Source: an optimization exercise on an open RTL-to-GDS flow (aim: small area and few clock cycles). Production flows keep margins and buffers that such runs may drop.
The RTL of this run was laid out without a check of its function.
Power figures rest on the tool's default switching activity, not on a simulated workload.

`flow/design.v`:
```
module cfb_rev8 (
    input  wire [7:0] a,
    output wire [7:0] y
);
    assign y = {a[0], a[1], a[2], a[3], a[4], a[5], a[6], a[7]};
endmodule
module cfb_top (
    input  wire        clk,
    input  wire        rst,
    input  wire        req_valid,
    output wire        req_ready,
    input  wire [7:0]  req_op,
    input  wire [7:0]  req_arg,
    input  wire [7:0]  req_len,
    input  wire [31:0] req_cap,
    input  wire        pl_valid,
    output wire        pl_ready,
    input  wire [7:0]  pl_data,
    output wire        rsp_valid,
    input  wire        rsp_ready,
    output reg  [7:0]  rsp_data,
    output wire        rsp_first,
    output wire        rsp_last,
    output wire        rsp_eop,
    output wire [1:0]  rsp_kind,
    output wire [2:0]  rsp_cause,
    output wire        tout_valid,
    input  wire        tout_ready,
    output reg  [7:0]  tout_data,
    output reg         tout_last,
    output wire        tin_req_valid,
    input  wire        tin_req_ready,
    output wire [4:0]  tin_req_len,
    input  wire        tin_valid,
    output wire        tin_ready,
    input  wire [7:0]  tin_data,
    input  wire        tr_valid,
    output wire        tr_ready,
    input  wire [1:0]  tr_kind,
    input  wire [5:0]  tr_count,
    input  wire [7:0]  tr_code,
    output wire [1:0]  cs_state,
    output wire [3:0]  spd_state
);
    localparam MAXLEN = 128;
    localparam OP_XCHG  = 8'h01;
    localparam OP_SPEED = 8'h02;
    localparam OP_REV   = 8'h10;
    localparam OP_CSF   = 8'h11;
    localparam OP_TILE  = 8'h12;
    localparam S_IDLE  = 4'd0;
    localparam S_LOAD  = 4'd1;
    localparam S_CSON  = 4'd2;
    localparam S_TX    = 4'd3;
    localparam S_RXREQ = 4'd4;
    localparam S_RXDAT = 4'd5;
    localparam S_CSOFF = 4'd6;
    localparam S_SPD   = 4'd7;
    localparam S_RESP  = 4'd8;
    localparam R_DONE    = 2'd0;
    localparam R_FAIL    = 2'd1;
    localparam R_TIMEOUT = 2'd2;
    localparam E_NONE    = 3'd0;
    localparam E_FAILED  = 3'd1;
    localparam E_TIMEOUT = 3'd2;
    localparam E_SHORTWR = 3'd3;
    localparam E_SHORTRD = 3'd4;
    localparam K_BYTES   = 2'd0;
    localparam K_PACKETS = 2'd1;
    localparam K_ERR     = 2'd2;
    localparam CS_UNKNOWN    = 2'd0;
    localparam CS_DEASSERTED = 2'd1;
    localparam CS_ASSERTED   = 2'd2;
    reg [3:0]  fsm;
    reg [7:0]  op;
    reg [7:0]  arg;
    reg [7:0]  len;
    reg [31:0] cap;
    reg [7:0]  obuf [0:MAXLEN-1];
    reg [7:0]  acc  [0:MAXLEN-1];
    reg [7:0]  ldcnt;      
    reg [7:0]  base;       
    reg [5:0]  idx;        
    reg        wres;       
    reg [2:0]  err_cause;
    reg [7:0]  err_val;
    reg [1:0]  cs;
    reg        spd_set;
    reg [2:0]  spd;        
    reg [2:0]  preq;       
    reg        rhdr;       
    reg [1:0]  rkind;
    reg [2:0]  rcause;
    reg [7:0]  rhdata;
    reg [7:0]  rcount;     
    reg [7:0]  ridx;       
    wire [7:0] remain = len - base;
    wire [5:0] pkt_n  = (remain > 8'd31) ? 6'd31 : remain[5:0];
    wire [7:0] next_base = base + 8'd31;
    wire       more_pkts = next_base < len;
    wire [7:0] npkts  = (len == 0) ? 8'd0 : (len <= 31) ? 8'd1 : (len <= 62) ? 8'd2 :
                        (len <= 93) ? 8'd3 : (len <= 124) ? 8'd4 : 8'd5;
    wire [7:0] keep   = (cap < {24'd0, len}) ? cap[7:0] : len;
    wire [7:0] pay_pos = base + {2'b00, idx} - 8'd1;
    wire [7:0] pay_rev;
    cfb_rev8 u_rev_pay (.a(obuf[pay_pos[6:0]]), .y(pay_rev));
    wire [7:0] rx_pos = base + {2'b00, idx};
    wire [7:0] tin_rev;
    cfb_rev8 u_rev_in (.a(tin_data), .y(tin_rev));
    wire [7:0] arg_rev;
    cfb_rev8 u_rev_arg (.a(arg), .y(arg_rev));
    wire out_state = (fsm == S_CSON) || (fsm == S_TX) || (fsm == S_CSOFF) || (fsm == S_SPD);
    reg  [5:0] out_len;
    always @* begin
        tout_data = 8'h00;
        out_len   = 6'd3;
        case (fsm)
            S_CSON: begin
                out_len = 6'd4;
                case (idx[1:0])
                    2'd0: tout_data = 8'hAB;
                    2'd1: tout_data = 8'hB6;
                    2'd2: tout_data = 8'h7F;
                    default: tout_data = 8'h20;
                endcase
            end
            S_CSOFF: begin
                out_len = 6'd3;
                case (idx[1:0])
                    2'd0: tout_data = 8'hAB;
                    2'd1: tout_data = 8'hB7;
                    default: tout_data = 8'h20;
                endcase
            end
            S_SPD: begin
                out_len = 6'd3;
                case (idx[1:0])
                    2'd0: tout_data = 8'hAA;
                    2'd1: tout_data = {5'b01100, preq};
                    default: tout_data = 8'h00;
                endcase
            end
            S_TX: begin
                out_len   = pkt_n + 6'd1;
                tout_data = (idx == 0) ? 8'hA8 : pay_rev;
            end
            default: ;
        endcase
        tout_last = (idx == out_len - 6'd1);
    end
    assign tout_valid    = out_state && !wres;
    assign tin_req_valid = (fsm == S_RXREQ);
    assign tin_req_len   = pkt_n[4:0];
    assign tin_ready     = (fsm == S_RXDAT);
    assign tr_ready      = (out_state && wres) || (fsm == S_RXDAT);
    assign req_ready     = (fsm == S_IDLE);
    assign pl_ready      = (fsm == S_LOAD);
    wire [5:0] xfer_len = (fsm == S_RXDAT) ? pkt_n : out_len;
    wire       res_ok   = (tr_kind == R_DONE) && (tr_count == xfer_len);
    reg  [2:0] res_cause;
    always @* begin
        case (tr_kind)
            R_FAIL:    res_cause = E_FAILED;
            R_TIMEOUT: res_cause = E_TIMEOUT;
            default:   res_cause = (fsm == S_RXDAT) ? E_SHORTRD : E_SHORTWR;
        endcase
    end
    wire [7:0] res_val = (tr_kind == R_FAIL)    ? tr_code :
                         (tr_kind == R_TIMEOUT) ? 8'd0 : {2'b00, tr_count};
    wire       first_err   = (err_cause == E_NONE) && !res_ok;
    wire [2:0] err_cause_n = first_err ? res_cause : err_cause;
    wire [7:0] err_val_n   = first_err ? res_val : err_val;
    wire tile_eop = (idx == pkt_n);
    assign rsp_valid = (fsm == S_RESP);
    assign rsp_first = rhdr;
    assign rsp_last  = rhdr ? (rcount == 0) : (ridx == rcount - 8'd1);
    assign rsp_kind  = rkind;
    assign rsp_cause = rcause;
    assign rsp_eop   = !rhdr && (op == OP_TILE) && tile_eop;
    always @* begin
        rsp_data = 8'h00;
        if (rhdr)
            rsp_data = rhdata;
        else begin
            case (op)
                OP_REV:  rsp_data = arg_rev;
                OP_CSF: begin
                    if (arg[0]) begin
                        case (ridx[1:0])
                            2'd0: rsp_data = 8'hAB;
                            2'd1: rsp_data = 8'hB6;
                            2'd2: rsp_data = 8'h7F;
                            default: rsp_data = 8'h20;
                        endcase
                    end else begin
                        case (ridx[1:0])
                            2'd0: rsp_data = 8'hAB;
                            2'd1: rsp_data = 8'hB7;
                            default: rsp_data = 8'h20;
                        endcase
                    end
                end
                OP_TILE: rsp_data = (idx == 0) ? 8'hA8 : pay_rev;
                OP_XCHG: rsp_data = acc[ridx[6:0]];
                default: rsp_data = 8'h00;
            endcase
        end
    end
    assign cs_state  = cs;
    assign spd_state = {spd_set, spd};
    always @(posedge clk) begin
        if (fsm == S_LOAD && pl_valid)
            obuf[ldcnt[6:0]] <= pl_data;
        if (fsm == S_RXDAT && tin_valid && idx < pkt_n)
            acc[rx_pos[6:0]] <= tin_rev;
    end
    always @(posedge clk) begin
        if (rst) begin
            fsm       <= S_IDLE;
            op        <= 8'h00;
            arg       <= 8'h00;
            len       <= 8'd0;
            cap       <= 32'd0;
            ldcnt     <= 8'd0;
            base      <= 8'd0;
            idx       <= 6'd0;
            wres      <= 1'b0;
            err_cause <= E_NONE;
            err_val   <= 8'd0;
            cs        <= CS_UNKNOWN;
            spd_set   <= 1'b0;
            spd       <= 3'd0;
            preq      <= 3'd0;
            rhdr      <= 1'b0;
            rkind     <= K_BYTES;
            rcause    <= E_NONE;
            rhdata    <= 8'd0;
            rcount    <= 8'd0;
            ridx      <= 8'd0;
        end else begin
            case (fsm)
                S_IDLE: if (req_valid) begin
                    op     <= req_op;
                    arg    <= req_arg;
                    len    <= req_len;
                    cap    <= req_cap;
                    ldcnt  <= 8'd0;
                    base   <= 8'd0;
                    idx    <= 6'd0;
                    wres   <= 1'b0;
                    ridx   <= 8'd0;
                    rhdr   <= 1'b1;
                    rcause <= E_NONE;
                    case (req_op)
                        OP_REV: begin
                            rkind  <= K_BYTES;
                            rhdata <= 8'd1;
                            rcount <= 8'd1;
                            fsm    <= S_RESP;
                        end
                        OP_CSF: begin
                            rkind  <= K_BYTES;
                            rhdata <= req_arg[0] ? 8'd4 : 8'd3;
                            rcount <= req_arg[0] ? 8'd4 : 8'd3;
                            fsm    <= S_RESP;
                        end
                        OP_TILE: begin
                            if (req_len == 0) begin
                                rkind  <= K_PACKETS;
                                rhdata <= 8'd0;
                                rcount <= 8'd0;
                                fsm    <= S_RESP;
                            end else
                                fsm <= S_LOAD;
                        end
                        OP_XCHG: begin
                            err_cause <= E_NONE;
                            err_val   <= 8'd0;
                            fsm       <= (req_len == 0) ? S_CSON : S_LOAD;
                        end
                        OP_SPEED: begin
                            err_cause <= E_NONE;
                            err_val   <= 8'd0;
                            preq      <= req_arg[2:0];
                            fsm       <= S_SPD;
                        end
                        default: ;
                    endcase
                end
                S_LOAD: if (pl_valid) begin
                    ldcnt <= ldcnt + 8'd1;
                    if (ldcnt == len - 8'd1) begin
                        if (op == OP_TILE) begin
                            rkind  <= K_PACKETS;
                            rhdata <= npkts;
                            rcount <= len + npkts;
                            fsm    <= S_RESP;
                        end else
                            fsm <= S_CSON;
                    end
                end
                S_CSON, S_TX, S_CSOFF, S_SPD: begin
                    if (!wres) begin
                        if (tout_ready) begin
                            if (tout_last) begin
                                wres <= 1'b1;
                                idx  <= 6'd0;
                            end else
                                idx <= idx + 6'd1;
                        end
                    end else if (tr_valid) begin
                        wres      <= 1'b0;
                        err_cause <= err_cause_n;
                        err_val   <= err_val_n;
                        case (fsm)
                            S_CSON: begin
                                cs  <= res_ok ? CS_ASSERTED : CS_UNKNOWN;
                                fsm <= (res_ok && len != 0) ? S_TX : S_CSOFF;
                            end
                            S_TX: begin
                                fsm <= res_ok ? S_RXREQ : S_CSOFF;
                            end
                            S_CSOFF: begin
                                cs <= res_ok ? CS_DEASSERTED : CS_UNKNOWN;
                                if (err_cause_n == E_NONE) begin
                                    rkind  <= K_BYTES;
                                    rcause <= E_NONE;
                                    rhdata <= keep;
                                    rcount <= keep;
                                end else begin
                                    rkind  <= K_ERR;
                                    rcause <= err_cause_n;
                                    rhdata <= err_val_n;
                                    rcount <= 8'd0;
                                end
                                fsm <= S_RESP;
                            end
                            default: begin  
                                spd_set <= res_ok;
                                spd     <= res_ok ? preq : 3'd0;
                                if (res_ok) begin
                                    rkind  <= K_BYTES;
                                    rcause <= E_NONE;
                                    rhdata <= 8'd0;
                                end else begin
                                    rkind  <= K_ERR;
                                    rcause <= err_cause_n;
                                    rhdata <= err_val_n;
                                end
                                rcount <= 8'd0;
                                fsm    <= S_RESP;
                            end
                        endcase
                    end
                end
                S_RXREQ: if (tin_req_ready) begin
                    idx <= 6'd0;
                    fsm <= S_RXDAT;
                end
                S_RXDAT: begin
                    if (tin_valid)
                        idx <= idx + 6'd1;
                    else if (tr_valid) begin
                        err_cause <= err_cause_n;
                        err_val   <= err_val_n;
                        idx       <= 6'd0;
                        if (res_ok && more_pkts) begin
                            base <= next_base;
                            fsm  <= S_TX;
                        end else
                            fsm <= S_CSOFF;
                    end
                end
                S_RESP: if (rsp_ready) begin
                    if (rhdr) begin
                        rhdr <= 1'b0;
                        if (rcount == 0)
                            fsm <= S_IDLE;
                    end else begin
                        ridx <= ridx + 8'd1;
                        if (op == OP_TILE) begin
                            if (tile_eop) begin
                                base <= next_base;
                                idx  <= 6'd0;
                            end else
                                idx <= idx + 6'd1;
                        end
                        if (ridx == rcount - 8'd1)
                            fsm <= S_IDLE;
                    end
                end
                default: fsm <= S_IDLE;
            endcase
        end
    end
endmodule
```
`flow/run.sh`:
```
#!/bin/bash
# synth_recipe.tcl (not shown) runs the flow's synth.tcl, then flattens the netlist and writes it again
# the make line also repeats each setting of config.mk as NAME=value (left out here)
make -C /OpenROAD-flow-scripts/flow DESIGN_CONFIG=/design/flow/config.mk WORK_HOME=/design/flow/orfs CLKGATE_MAP_FILE= SYNTH_SCRIPT=/design/flow/synth_recipe.tcl finish
```
`flow/config.mk`:
```
export PLATFORM = sky130hd
export DESIGN_NAME = cfb_top
export DESIGN_NICKNAME = cfb_top
export VERILOG_FILES = /design/flow/design.v
export SDC_FILE = /design/flow/constraint.sdc
export NUM_CORES = 4
export LEC_CHECK = 0
export CAP_MARGIN = 20
export CORE_MARGIN = 2
export CORE_UTILIZATION = 40
export PLACE_DENSITY = 0.6
export SLEW_MARGIN = 20
```
`flow/constraint.sdc`:
```
create_clock -name core_clock -period 10.0 [get_ports {clk}]
set_input_delay 2.0000 -clock core_clock [delete_from_list [all_inputs] [get_ports {clk}]]
set_output_delay 2.0000 -clock core_clock [all_outputs]
set_load 0.01 [all_outputs]
```
==> run summary <==
-- worst max-delay path: cells and delay by family (launching register included) --
family | cells | cell delay, ns
simple gates | 1 | 0.13
flops | 1 | 0.42
compound gates | 3 | 1.20
fa+ha+maj | 1 | 0.70
buf+inv | 3 | 1.93
mux | 3 | 1.51
-- worst max-delay path by stage --
stage,slack [ns],to,cells past startpoint,from
5_1_grt,0.87,rsp_data[1],13,base[0]
3_3_place_gp,1.67,rsp_data[7],13,base[0]
2_1_floorplan,3.08,tout_data[2],14,base[0]
3_5_place_dp,2.05,tout_data[6],11,base[0]
4_1_cts,1.06,tout_data[6],11,base[0]
6_report,1.11,rsp_data[3],11,base[0]
-- synthesized netlist by cell type, types with 18 or more instances --
cell      count
edfxtp_1   2048
mux4_2      656
nor2_1      366
nand2_1     278
clkbuf_1    184
dfxtp_1     140
a21oi_1     139
ha_1         61
inv_1        56
nand3_1      51
o21ai_0      47
xnor2_1      45
buf_1        42
mux2i_1      39
nand4_1      26
xor2_1       26
mux2_2       24
nor3_1       22
o211ai_1     18
-- placed cells by master, fill, tap and decap left out, drive strengths merged, types with 45 or more instances in the layout --
| cell | instances |
|---|---|
| a21oi | 139 |
| buf | 100 |
| clkbuf | 269 |
| clkdlybuf4s50 | 122 |
| clkinv | 102 |
| dfxtp | 140 |
| edfxtp | 2048 |
| ha | 61 |
| inv | 67 |
| mux4 | 656 |
| nand2 | 279 |
| nand3 | 51 |
| nor2 | 366 |
| o21ai | 50 |
| xnor2 | 45 |
-- cells by family after synthesis --
logic type / Yosys count / synth area share
AO/OA/AOI/OAI: 358 / 0.0266
XOR/XNOR: 72 / 0.00729
adder cells (fa/ha/maj): 64 / 0.00931
buffers and inverters: 299 / 0.0130
flip-flops: 2188 / 0.727
multiplexers: 719 / 0.175
other: 1 / 0.0000424
AND/OR/NAND/NOR: 850 / 0.0417
-- routing by layer --
metal,share of wire,vias up,wire (um),global-route usage
met4,0.022,2,4930,0.0575
met1,0.43,23800,95300,0.281
li1,-,19000,-,-
met2,0.48,1683,106000,0.310
met5,0.000059,-,13,0
met3,0.067,293,14800,0.0338
-- power groups by stage --
stage               registers [mW]  logic [mW]  clock network [mW]
CTS                           10.2        6.88                7.98
floorplan                     10.3        4.60                   0
detailed placement            10.4        6.86                   0
finish                        10.2        6.83                7.84
global route                  10.3        7.24                8.33
global placement              10.4        6.83                   0
-- stage by stage --
| step | hold slack (ns) | setup WS, ns | utilization | instances |
|---|---|---|---|---|
| 2_1_floorplan | 0.431 | 3.08 | - | 4551 |
| 3_3_place_gp | 0.440 | 1.67 | 0.425 | 7485 |
| 3_5_place_dp | 0.447 | 2.05 | 0.425 | 7489 |
| 4_1_cts | 0.455 | 1.06 | 0.456 | 7887 |
| 5_1_grt | 0.481 | 0.873 | 0.457 | 7900 |
| 6_report | 0.455 | 1.11 | 0.457 | 7901 |
-- final cells by class --
class	count	area (sq um)	area share
sequential	2188	64300	0.641
clock buffer	269	5660	0.0564
timing repair buffer	222	2170	0.0216
multi-input combinational	2064	23100	0.230
clock inverter	129	1180	0.0118
inverter	60	225	0.00224
tap	2958	3700	0.0369
antenna	11	27.5	0.000274
==> summary.log <==
INFO  min_path       worst_hold_path.endpoint=cap[24]
INFO  global_routing grt_pass1_wl=322000um
INFO  global_routing grt_use_total=0.196
INFO  floorplan      placement_rows=172
INFO  drt            avgRoutedWirePerCell=28.0um
INFO  global_routing grt_max_degree=129
INFO  cts            cts.sink_count=2188
INFO  setup_path     r2r.worst_path.cells=17
INFO  finish         fin_area=100000squm
INFO  setup_path     worst_ep_required_time=8.00ns
INFO  drt            detail_route.iter0.violations=4822
INFO  cts            clockRootBuffer=clkbuf_16
INFO  setup_path     startpoint_type=register
INFO  synthesis      yosys_warnings=1
INFO  floorplan      floorplan.core_area=220000squm
INFO  drt            drc=0
INFO  pwr            cellInternalPower=17.5mW
INFO  cts            cts.clk_slew.worst_paths=0.06ns
INFO  run            drv.max_cap_violation_count=0
INFO  synthesis      postSynth.topFlopCell=edfxtp_1
INFO  timing         tightest_slew=1.20ns
INFO  timing         relSlewSlack=0.191
INFO  floorplan      die_h=474um
INFO  placed_design  place.detailed.hpwl=136000um
INFO  cts            maximum_clock_insertion_buffer_count=3
INFO  pwr            p_clk_frac=0.315
INFO  timing         timing.fmax=0.112GHz
INFO  min_path       hold_class=register to register
INFO  cts            cts_tree=built
INFO  floorplan      floorplan.die.width=474um
INFO  global_routing first_global_vias=45100
INFO  drt            dr.pass1.iters=7
INFO  setup_path     worstPathMaxFanout=35
INFO  cts            cts_repair_resize_count=0
INFO  finish         layout-drive-gt1-share=0.230
INFO  timing         grt_setup_unrepaired=false
INFO  synthesis      synth_enable_flop_cells=2048
INFO  timing         hold_viol_final=0
INFO  setup_path     reg2reg_to=acc[109][6]
INFO  pwr            power_switching=7.37mW
INFO  cts            cts_setup_buffers=0
INFO  timing         slew_viol_final=0
INFO  setup_path     regToRegStartpoint=len[0]
INFO  synthesis      yosys.area.top_type_share=0.696
INFO  cts            cts-buffers-inserted=217
INFO  finish         area_added_between_synthesis_and_finish=13.5%
INFO  floorplan      dieArea=225000squm
INFO  synthesis      syn-num-nets=4712
INFO  setup_path     criticalPathCategory=register to output port
INFO  pwr            power.ir.vdd_worst=0.000375V
INFO  cts            holdBufCountCts=0
INFO  timing         fin_crit_sh=0.889
INFO  synthesis      post_synth.cell_area_avg=19.4squm
INFO  synthesis      netlist.top_cell.by_area=edfxtp_1
INFO  synthesis      ys_seq_elements=2188
INFO  synthesis      gate_count_of_the_mapped_netlist=4551
INFO  finish         fillCellCount=18400
INFO  synthesis      synthTopCellsByArea=edfxtp_1, mux4_2, dfxtp_1, nor2_1, nand2_1
INFO  floorplan      io_pins=140
INFO  setup_path     max_stage_delay=0.70ns
INFO  min_path       startpoint_of_the_worst_hold_path=cap[24]
INFO  synthesis      async_flop_share=0
INFO  floorplan      start_util=0.402
INFO  synthesis      synth.lib_cells_used.distinct=91
INFO  pwr            p_leak=30.3nW
INFO  min_path       hold_depth=2
INFO  synthesis      synth_seq_area_share=0.727
INFO  pwr            seqPwrFrac=0.411
INFO  timing         finalCriticalPeriod=8.89ns
INFO  pwr            post-layout-total-power=24.9mW
INFO  drt            drt-vias-per-instance=5.67
INFO  drt            detailroute.via_count=44800
INFO  placed_design  gp_routability_congestion=0.889
INFO  setup_path     cpMaxStageDelayCell=ha_4
INFO  setup_path     crit_arrival=6.89ns
INFO  global_routing gr-total-overflow=0
INFO  cts            cts_htree_levels=4
INFO  timing         fin_setup_tns=0ns
INFO  placed_design  port_buffers=139
INFO  drt            ant_nets=0
INFO  global_routing initial_antenna_violation_count=11
INFO  synthesis      post_syn_area=88400squm
INFO  timing         number_of_endpoints_failing_setup_at_the_final_stage=0
INFO  placed_design  placed_inst_area=93400squm
INFO  setup_path     crit_path_cell_trace=ha_4, buf_4, buf_4, mux4_2, mux4_2, mux2i_1, nand2_1, o211ai_1, o211ai_1, a221o_1, clkdlybuf4s50_1
INFO  pwr            power_density_cells=248nW/um^2
INFO  drt            route.final.wire_length=221000um
INFO  outcome        status=no timing/DRC/antenna violations
INFO  cts            clkLatencyLatePin=0.89ns
INFO  pwr            power.switching_fraction=0.296
INFO  setup_path     critical_path.endpoint_type=output port
INFO  finish         design.final.nets=4914
INFO  setup_path     r2r_setup_slack=3.45ns
INFO  timing         fin_worst_skew=0.0877ns
INFO  pwr            combPwrFrac=0.274

## afterwards: timing with drivers on the ports
The results above use ideal ports. As a check the final layout listed here was re-extracted and re-timed, cells and wires unchanged. Step 1 sets driving cells, clkbuf_16 on the clock port and buf_2 on the other inputs (assumed; they add their load-dependent delay and slew). Step 2 also shifts input and output timing later by t, the mid clock arrival at the registers, as if the neighbouring blocks saw the same clock. Slacks: ideal ports / drivers / drivers and shift; pairs: ideal ports / drivers.
shift t [ns]: 0.933
setup WS [ns]: 1.108 / 1.020 / 1.953
worst setup path at the end: register to output
clock arrival spread, ns: 0.088 / 0.087
cell pins on the clock port's net: 1
After both steps setup and hold are still met in this run. For this run, drivers alone change the setup slack by -0.088 ns; drivers and shift together by +0.845 ns.
